This design comes from an exercise in tuning for small area on the open sky130 flow, not from production work.
Only simulation tests tie the RTL to the original design; equivalence was not proved.
Power is estimated from default activity; no workload was simulated.

==> flow/design.v (excerpt) <==
module vmstack_core (
    input  wire        clk,
    input  wire        rst,           
    input  wire        start,         
    input  wire [8:0]  img_len,       
    output wire        mem_req,
    output wire        mem_we,
    output wire [7:0]  mem_addr,
    output wire [31:0] mem_wdata,
    input  wire        mem_ack,
    input  wire [31:0] mem_rdata,
    output wire [1:0]  run,
    output wire [2:0]  fcause,
    output wire [8:0]  pc,
    output wire [8:0]  sp,
    output wire [31:0] result,
    output wire        result_valid,
    output wire        trace_valid,
    output wire [8:0]  trace_pc,
    output wire [2:0]  trace_op,
    output wire [31:0] trace_tos,
    output wire        trace_tos_valid
);
    reg [4:0]  st;
    reg [3:0]  ph;         
    reg [2:0]  slice;      
    reg [4:0]  step;       
    reg [31:0] T;
    reg [7:0]  b0, b1, b2, b3;    
    reg        sbit;       
    reg        g;          
    reg        cy;         
    reg        qneg;       
    reg [7:0]  pco;        
    reg [7:0]  len;        
    reg [6:0]  spr;
    wire       running = (st[4:3] == 2'b00);
    wire [2:0] op      = st[2:0];
    wire       fetch   = running & (op == 3'd6);
    wire       o_halt  = (op == 3'd0);
    wire       o_sub   = (op == 3'd2);
    wire       o_as    = (op == 3'd1) | (op == 3'd2);
    wire       o_mul   = (op == 3'd3);
    wire       o_div   = (op == 3'd4);
    wire       o_push  = (op == 3'd5);
    wire [8:0] pcv = {1'b0, pco} + 9'd100;
    assign pc       = pcv;
    assign trace_pc = pcv;
    assign sp       = {2'b00, spr};
    wire   sp_ne = (spr != 7'd100);
    assign run             = st[4:3];
    assign fcause          = st[2:0];
    assign result          = T;
    assign trace_tos       = T;
    assign mem_wdata       = T;
    assign result_valid    = (st[4:3] == 2'b01) & sp_ne;
    assign trace_op        = op;
    assign trace_tos_valid = sp_ne;
    localparam A_PC = 2'd0, A_SPM = 2'd1, A_SP = 2'd2, A_SPP = 2'd3;
    localparam X_0 = 2'd0, X_T = 2'd1, X_2T = 2'd2, X_B = 2'd3;
    reg       pass, rd, wr, br, yen, sub, rev, last_step_ph;
    reg [1:0] asel, xsel;
    reg [3:0] nph;
    reg       trace;
    wire divzero = b3[7] & b2[7] & (slice == 3'd0);
    always @(*) begin
  ...
For scale: ~110 flip-flops, about 6700 sq um of cells after synthesis.
Settings: LEC_CHECK=0, CAP_MARGIN=20, CORE_MARGIN=2, CORE_UTILIZATION=40, SLEW_MARGIN=20; clock period 10.0 ns.
standard.sh (not shown) runs the stock make flow with config.mk's settings and CLKGATE_MAP_FILE= SYNTH_SCRIPT=/design/flow/synth_recipe.tcl, a recipe that flattens the netlist after the stock synthesis.
==> flow/flow/run.sh <==
#!/bin/bash
# The standard layout, with the port buffers that global placement inserts
# made of the smallest buffer cell. Each tool's output goes to its own log
# under orfs/logs (ORFS's own logging); the make output goes to flow.log.
set -euo pipefail
export BUFFER_PORTS_ARGS="-buffer_cell sky130_fd_sc_hd__buf_1"
bash standard.sh > flow.log 2>&1
Rerun with:
- CTS_BUF_LIST: default -> sky130_fd_sc_hd__clkbuf_8
- The changed run produced a clean layout
- sequential power stays flat
- design area drops slightly
- wire length went down slightly
- setup slack is worse by 57 ps
- synthesized cell count does not change
- via count hardly moves
- non-clock buffer count does not change
- hold slack improved by 6.5 ps
Rerun with:
==> flow/run.sh (new file) <==
#!/bin/bash
# synth_recipe.tcl (not shown) runs the flow's synth.tcl, then flattens the netlist and writes it again
# the make line also repeats each setting of config.mk as NAME=value (left out here)
make -C /OpenROAD-flow-scripts/flow DESIGN_CONFIG=/design/flow/config.mk WORK_HOME=/design/flow/orfs CLKGATE_MAP_FILE= SYNTH_SCRIPT=/design/flow/synth_recipe.tcl finish
- CTS_BUF_LIST: sky130_fd_sc_hd__clkbuf_8 -> default
removed: flow/flow/run.sh
removed: flow/standard.sh
=> The new run produced a clean layout; worst hold slack gets better by 3.3 ps; fmax fell by a few percent; non-clock buffer count fell by 2; clock skew fell by 7.2 ps; global-route usage rose by 2.2 points; combinational power rose by well over a third; sequential share of layout area fell by 6.5 points; utilization rose by 7.7 points.

* * *

Setup of onyx:
The RTL this note starts from:
==> flow/design.v <==
module vmstack_core (
    input  wire        clk,
    input  wire        rst,           
    input  wire        start,         
    input  wire [8:0]  img_len,       
    output wire        mem_req,
    output wire        mem_we,
    output wire [7:0]  mem_addr,
    output wire [31:0] mem_wdata,
    input  wire        mem_ack,
    input  wire [31:0] mem_rdata,
    output wire [1:0]  run,
    output wire [2:0]  fcause,
    output wire [8:0]  pc,
    output wire [8:0]  sp,
    output wire [31:0] result,
    output wire        result_valid,
    output wire        trace_valid,
    output wire [8:0]  trace_pc,
    output wire [2:0]  trace_op,
    output wire [31:0] trace_tos,
    output wire        trace_tos_valid
);
    reg [1:0]  runr;
    reg [2:0]  low;
    reg [5:0]  idx;        
    reg [2:0]  slice;      
    reg [31:0] T;
    reg [7:0]  b0, b1, b2, b3;
    reg        sbit;       
    reg        g;          
    reg        cy;         
    reg        qneg;       
    reg [7:0]  pco;        
    reg [7:0]  len;        
    reg [6:0]  spr;
    wire       running = (runr == 2'b00);
    wire [2:0] op      = low;
    wire       fetch   = running & (op == 3'd6);
    wire       ex      = running & ~fetch;
    wire       o_halt  = (op == 3'd0);
    wire       o_as    = (op == 3'd1) | (op == 3'd2);
    wire       o_sub   = (op == 3'd2);
    wire       o_mul   = (op == 3'd3);
    wire       o_div   = (op == 3'd4);
    wire       o_push  = (op == 3'd5);
    wire       o_long  = o_mul | o_div;
    wire [8:0] pcv = {1'b0, pco} + 9'd100;
    assign pc       = pcv;
    assign trace_pc = pcv;
    assign sp       = {2'b00, spr};
    wire   sp_ne = ~(spr[6] & spr[5] & spr[2]);    
    assign run             = runr;
    assign fcause          = low;
    assign result          = T;
    assign trace_tos       = T;
    assign mem_wdata       = T;
    assign result_valid    = (runr == 2'b01) & sp_ne;
    assign trace_op        = op;
    assign trace_tos_valid = sp_ne;
    localparam A_PC = 2'd0, A_SPM = 2'd1, A_SP = 2'd2, A_SPP = 2'd3;
    localparam X_0 = 2'd0, X_T = 2'd1, X_2T = 2'd2, X_B = 2'd3;
    wire i0 = (idx[1:0] == 2'd0), i1 = (idx[1:0] == 2'd1), i2 = (idx[1:0] == 2'd2), i3 = (idx[1:0] == 2'd3);
    wire lo4   = (idx[5:2] == 4'd0);                 
    wire hi    = idx[5] & idx[2];                    
    wire loop  = o_long & (~idx[5] & ~lo4 | idx[5] & ~idx[3] & ~idx[2]);
    wire lastl = o_long & idx[5] & ~idx[3] & ~idx[2] & i3;
    wire trace = o_long ? idx[5] & idx[3] : i3;
    wire wfin  = o_long ? hi & i3 : (i2 & ~o_halt);
    wire wpass = wfin | o_long & (lo4 & i1 | hi & i1);
    wire ldp   = o_long & lo4 & i2;                  
    wire xfer  = o_long & hi & i0;
    wire sgnp  = o_long & hi & i2;
    wire wr    = wpass & (slice == 3'd0);
    reg       rd, yen, sub, rev;
    reg [1:0] asel, xsel;
    wire [1:0] ci = ~idx[1:0];                        
    wire       head = (ci == 2'd0) ? b0[7] : (ci == 2'd1) ? b1[7] :
                      (ci == 2'd2) ? b2[7] : b3[7];
    always @(*) begin
        rd = 1'b0; yen = 1'b0; sub = 1'b0; rev = 1'b0;
        asel = A_SPP; xsel = X_T;
        if (wpass) begin
            asel = (o_push) ? A_SPM : A_SPP;
        end else if (lo4 & i0) begin
            rd = 1'b1; yen = 1'b1; xsel = X_0;
            asel = o_push ? A_PC : o_long ? A_SPP : A_SP;
            sub  = o_sub | (o_div & mem_rdata[31]);
        end else if (o_as & i1) begin
            rd = 1'b1; yen = 1'b1;
        end else if (ldp) begin
            rd = 1'b1; yen = 1'b1; xsel = X_0; rev = 1'b1;
        end else if (o_long & lo4 & i3) begin
            xsel = X_0;
        end else if (loop) begin
            rd = 1'b1; asel = A_SP; xsel = X_2T;
            yen = o_mul ? head : 1'b1;
            sub = o_div & ~(g ^ mem_rdata[31]);
        end else if (xfer) begin
            xsel = o_div ? X_B : X_T;
        end else if (sgnp) begin
            rd = 1'b1; yen = 1'b1; xsel = X_0; rev = o_div; sub = o_div & qneg;
        end
    end
    wire divzero = o_div & xfer & (slice == 3'd0) & b3[7] & b2[7];
    wire       pc_ok = (pco != len);    
    assign mem_req = fetch ? pc_ok : ex & ~trace & (rd | wr);
    assign mem_we  = ~fetch & wr;
    wire [6:0] spa = spr + {{6{asel == A_SPM}}, asel != A_SP};
    assign mem_addr = (fetch | asel == A_PC) ? pcv[7:0] : {1'b0, spa};
    assign trace_valid = ex & trace;
    wire [2:0] ysel = rev ? ~slice : slice;
    reg  [3:0] ylane;
    always @(*) begin
        case (ysel)
            3'd0: ylane = mem_rdata[3:0];
            3'd1: ylane = mem_rdata[7:4];
            3'd2: ylane = mem_rdata[11:8];
            3'd3: ylane = mem_rdata[15:12];
            3'd4: ylane = mem_rdata[19:16];
            3'd5: ylane = mem_rdata[23:20];
            3'd6: ylane = mem_rdata[27:24];
            default: ylane = mem_rdata[31:28];
        endcase
    end
    wire [3:0] yv    = ylane & {4{yen}};
    wire [3:0] yy    = yv ^ {4{sub}};
    wire       sin   = (slice == 3'd0) ? (o_div & head) : sbit;
    reg  [3:0] xv;
    always @(*) begin
        case (xsel)
            X_0:  xv = 4'd0;
            X_T:  xv = T[3:0];
            X_2T: xv = {T[2:0], sin};
            default: xv = {b3[7], b2[7], b1[7], b0[7]};
        endcase
    end
    wire       cin = (slice == 3'd0) ? sub : cy;
    wire [4:0] s   = {1'b0, xv} + {1'b0, yy} + {4'd0, cin};
    wire adv   = ex & ~trace & ~divzero & (~(rd | wr) | mem_ack);
    wire pass_done = adv & (slice == 3'd7);
    wire q = ~s[3];
    wire shall = adv & (ldp | xfer);
    wire shone = pass_done & loop;
    always @(posedge clk) begin
        if (adv) begin
            T    <= {s[3:0], T[31:4]};
            sbit <= T[3];
            cy   <= s[4];
        end
        if (pass_done)
            g    <= s[3];
        if (adv & lo4 & i0)
            qneg <= mem_rdata[31];
        if (pass_done & lastl)
            qneg <= qneg ^ mem_rdata[31];
        if (shall | shone & (ci == 2'd0)) b0 <= {b0[6:0], ldp ? s[0] : q};
        if (shall | shone & (ci == 2'd1)) b1 <= {b1[6:0], ldp ? s[1] : q};
        if (shall | shone & (ci == 2'd2)) b2 <= {b2[6:0], ldp ? s[2] : q};
        if (shall | shone & (ci == 2'd3)) b3 <= {b3[6:0], ldp ? s[3] : q};
    end
    always @(posedge clk) begin
        if (~ex) begin
            slice <= 3'd0;
            idx   <= 6'd0;
        end else if (adv) begin
            {idx, slice} <= {idx, slice} + 9'd1;
        end
    end
    wire [1:0] tag   = mem_rdata[31:30];
    wire [2:0] pl    = mem_rdata[2:0];
    wire       pbig  = (mem_rdata[29:3] != 27'd0) | (pl > 3'd4);
    wire       sp0   = (spr == 7'd0);
    wire       spu   = spr[6] & spr[5] & (spr[2] | spr[1] & spr[0]);    
    wire       dfault = tag[1] | (~tag[0] & sp0) | (tag[0] & (pbig | (pl != 3'd0) & spu));
    reg  [2:0] dlow;
    always @(*) begin
        if (tag[1])        dlow = tag[0] ? 3'd1 : 3'd5;      
        else if (~tag[0])  dlow = sp0 ? 3'd3 : 3'd5;         
        else if (pbig)     dlow = 3'd1;                      
        else if (pl != 3'd0 && spu) dlow = 3'd2;             
        else               dlow = pl;                        
    end
    always @(posedge clk) begin
        if (rst)
            runr <= 2'b11;
        else if (~running) begin
            if (start) runr <= (img_len > 9'd156) ? 2'b11 : 2'b00;
        end else if (fetch) begin
            if (~pc_ok | mem_ack & dfault) runr <= 2'b10;
        end else if (trace & o_halt)
            runr <= 2'b01;
        else if (divzero)
            runr <= 2'b10;
    end
    always @(posedge clk) begin
        if (~running) begin
            if (start) low <= 3'd6;
        end else if (fetch) begin
            if (pc_ok & mem_ack) low <= dlow;
        end else if (trace & ~o_halt)
            low <= 3'd6;
    end
    always @(posedge clk) begin
        if (~running & start) begin
            pco <= 8'd0;
            spr <= 7'd100;
            len <= img_len[7:0];
        end
        if (ex & trace) pco <= pco + 8'd1;
        if (ex & wfin & wr & mem_ack) spr <= spa;
    end
endmodule
==> flow/config.mk <==
export PLATFORM = sky130hd
export DESIGN_NAME = vmstack_core
export DESIGN_NICKNAME = vmstack_core
export VERILOG_FILES = /design/flow/design.v
export SDC_FILE = /design/flow/constraint.sdc
export NUM_CORES = 4
export LEC_CHECK = 0
export ABC_AREA = 1
export CAP_MARGIN = 20
export CORE_MARGIN = 2
export CORE_UTILIZATION = 40
export CTS_BUF_LIST = sky130_fd_sc_hd__clkbuf_8
export SLEW_MARGIN = 20
==> flow/constraint.sdc <==
create_clock -name core_clock -period 10.0 [get_ports {clk}]
set_input_delay 2.0000 -clock core_clock [delete_from_list [all_inputs] [get_ports {clk}]]
set_output_delay 2.0000 -clock core_clock [all_outputs]
set_load 0.01 [all_outputs]
==> flow/flow/run.sh <==
#!/bin/bash
# The standard layout (standard.sh, the standard flow's own ORFS run) with three changes:
#  - synthesis maps the combinational logic with a stronger area-oriented
#    ABC script (deepsyn, then choice computation and &nf area recovery).
#    The synthesis script is the standard flow's synth_recipe.tcl, sourced unchanged after
#    a wrapper that swaps the script abc is given; the flip-flop mapping runs
#    before abc, so the registers are the standard synthesis's;
#  - the port buffers that global placement inserts use the smallest buffer;
#  - clock tree synthesis inserts no dummy loads.
# Each ORFS step writes its own log under orfs/logs; the make output goes to
# flow.log in this folder.
set -euo pipefail
W=$(pwd)
cat > "$W/abc_area_deep.script" <<'ABC'
&get -n
&st
&deepsyn -T 30
&dch -f
&nf -R 1000
&st
&dch -f
&nf -R 1000
&put
topo
dnsize -c
ABC
cat > "$W/deep_synth.tcl" <<TCL
proc abc {args} {
  set i [lsearch \$args -script]
  if { \$i >= 0 } { set args [lreplace \$args [expr {\$i+1}] [expr {\$i+1}] $W/abc_area_deep.script] }
  yosys abc {*}\$args
}
source $W/synth_recipe.tcl
TCL
export BUFFER_PORTS_ARGS="-buffer_cell sky130_fd_sc_hd__buf_1"
export CTS_ARGS="-sink_clustering_enable -repair_clock_nets -buf_list sky130_fd_sc_hd__clkbuf_16 -sink_clustering_size 55 -sink_clustering_max_diameter 200 -dont_use_dummy_load"
bash standard.sh SYNTH_SCRIPT="$W/deep_synth.tcl" finish > flow.log 2>&1
Both conditions hold for onyx: the flow ran to the end and the final layout passed the timing, DRC and antenna checks.
Edits applied to the flow inputs when going from onyx to cedar:
diff --git a/flow/flow/run.sh b/flow/flow/run.sh
--- a/flow/flow/run.sh
+++ b/flow/flow/run.sh
@@ -35,3 +35,3 @@
 export BUFFER_PORTS_ARGS="-buffer_cell sky130_fd_sc_hd__buf_1"
-export CTS_ARGS="-sink_clustering_enable -repair_clock_nets -buf_list sky130_fd_sc_hd__clkbuf_16 -sink_clustering_size 55 -sink_clustering_max_diameter 200 -dont_use_dummy_load"
+export CTS_ARGS="-sink_clustering_enable -repair_clock_nets -buf_list sky130_fd_sc_hd__clkbuf_8 -dont_use_dummy_load"
 bash standard.sh SYNTH_SCRIPT="$W/deep_synth.tcl" finish > flow.log 2>&1
Findings:
There was hardly any difference in final clock period utilization by the worst path between cedar and onyx.
As far as first-pass GRT wire length is concerned, cedar and onyx perform about the same.
Comparing cedar and onyx, met2 global-route usage is higher on cedar.
Compared to onyx, cedar has hold slack 4.0 ps higher.
NOTE routed length on met3 onyx->cedar decreased by more than 10%
In cedar, the met1 capacity usage during global routing came out 0.33 points below the value in onyx.
cedar: full flow OK, the timing, DRC and antenna checks passed
Re flip-flop and latch count: no difference whatsoever between onyx and cedar.
Worst setup slack on cedar is behind onyx.
cedar vs onyx: routed wire length down slightly
Modified inputs, quartz compared to cedar
diff --git a/flow/config.mk b/flow/config.mk
--- a/flow/config.mk
+++ b/flow/config.mk
@@ -10,4 +10,5 @@
 export CORE_MARGIN = 2
-export CORE_UTILIZATION = 40
+export CORE_UTILIZATION = 60
 export CTS_BUF_LIST = sky130_fd_sc_hd__clkbuf_8
+export PLACE_DENSITY = 0.75
 export SLEW_MARGIN = 20
Taking cedar over quartz, the placed instance count ratio works out to 1.07.
When the final numbers for cedar and quartz were put side by side, the aggregate global-route resource usage turned out to be greater in quartz.
Summary of quartz over cedar: layout overhead on the synthesized area -1.1 points; time the final worst path needs with I/O delays and setup +85 ps.
Changes observed in quartz relative to cedar: total placed instance area lower, height of the die lower.
Compared quartz vs cedar, and met3 track utilization from global routing is up in quartz.

re-timing with driven ports:
In the flow no input, the clock included, has a driving cell. The finished layouts below were timed again as built, in two steps.
Step 1: set_driving_cell puts a clkbuf_16 on clk and a buf_2 on each other input, an assumption about the parent block.
Step 2 times the ports against the registers' clock, not the clock port: input delays grow and output delays shrink by t, the midpoint of the rising clock arrivals with the driver on.
a / b / c = no drivers / after step 1 / after step 2; a / b = the first two.
run	t, ns	setup slack, ns	worst setup path after step 2	worst register clock-pin slew, ns	worst data-port slew with drivers (ns)
the first run of note 1	0.395	4.535 / 4.489 / 4.884	register to output	0.08 / 0.08	0.04
the second run of note 1	0.423	4.478 / 4.441 / 4.865	register to output	0.11 / 0.11	0.04
the third run of note 1	0.402	4.165 / 4.122 / 4.524	register to output	0.08 / 0.08	0.04
onyx	0.378	4.379 / 4.335 / 4.713	register to output	0.07 / 0.07	0.05
cedar	0.398	4.365 / 4.326 / 4.724	register to output	0.11 / 0.11	0.05
quartz	0.387	4.280 / 4.249 / 4.636	register to output	0.10 / 0.10	0.05
After both steps every run listed still meets setup and hold.
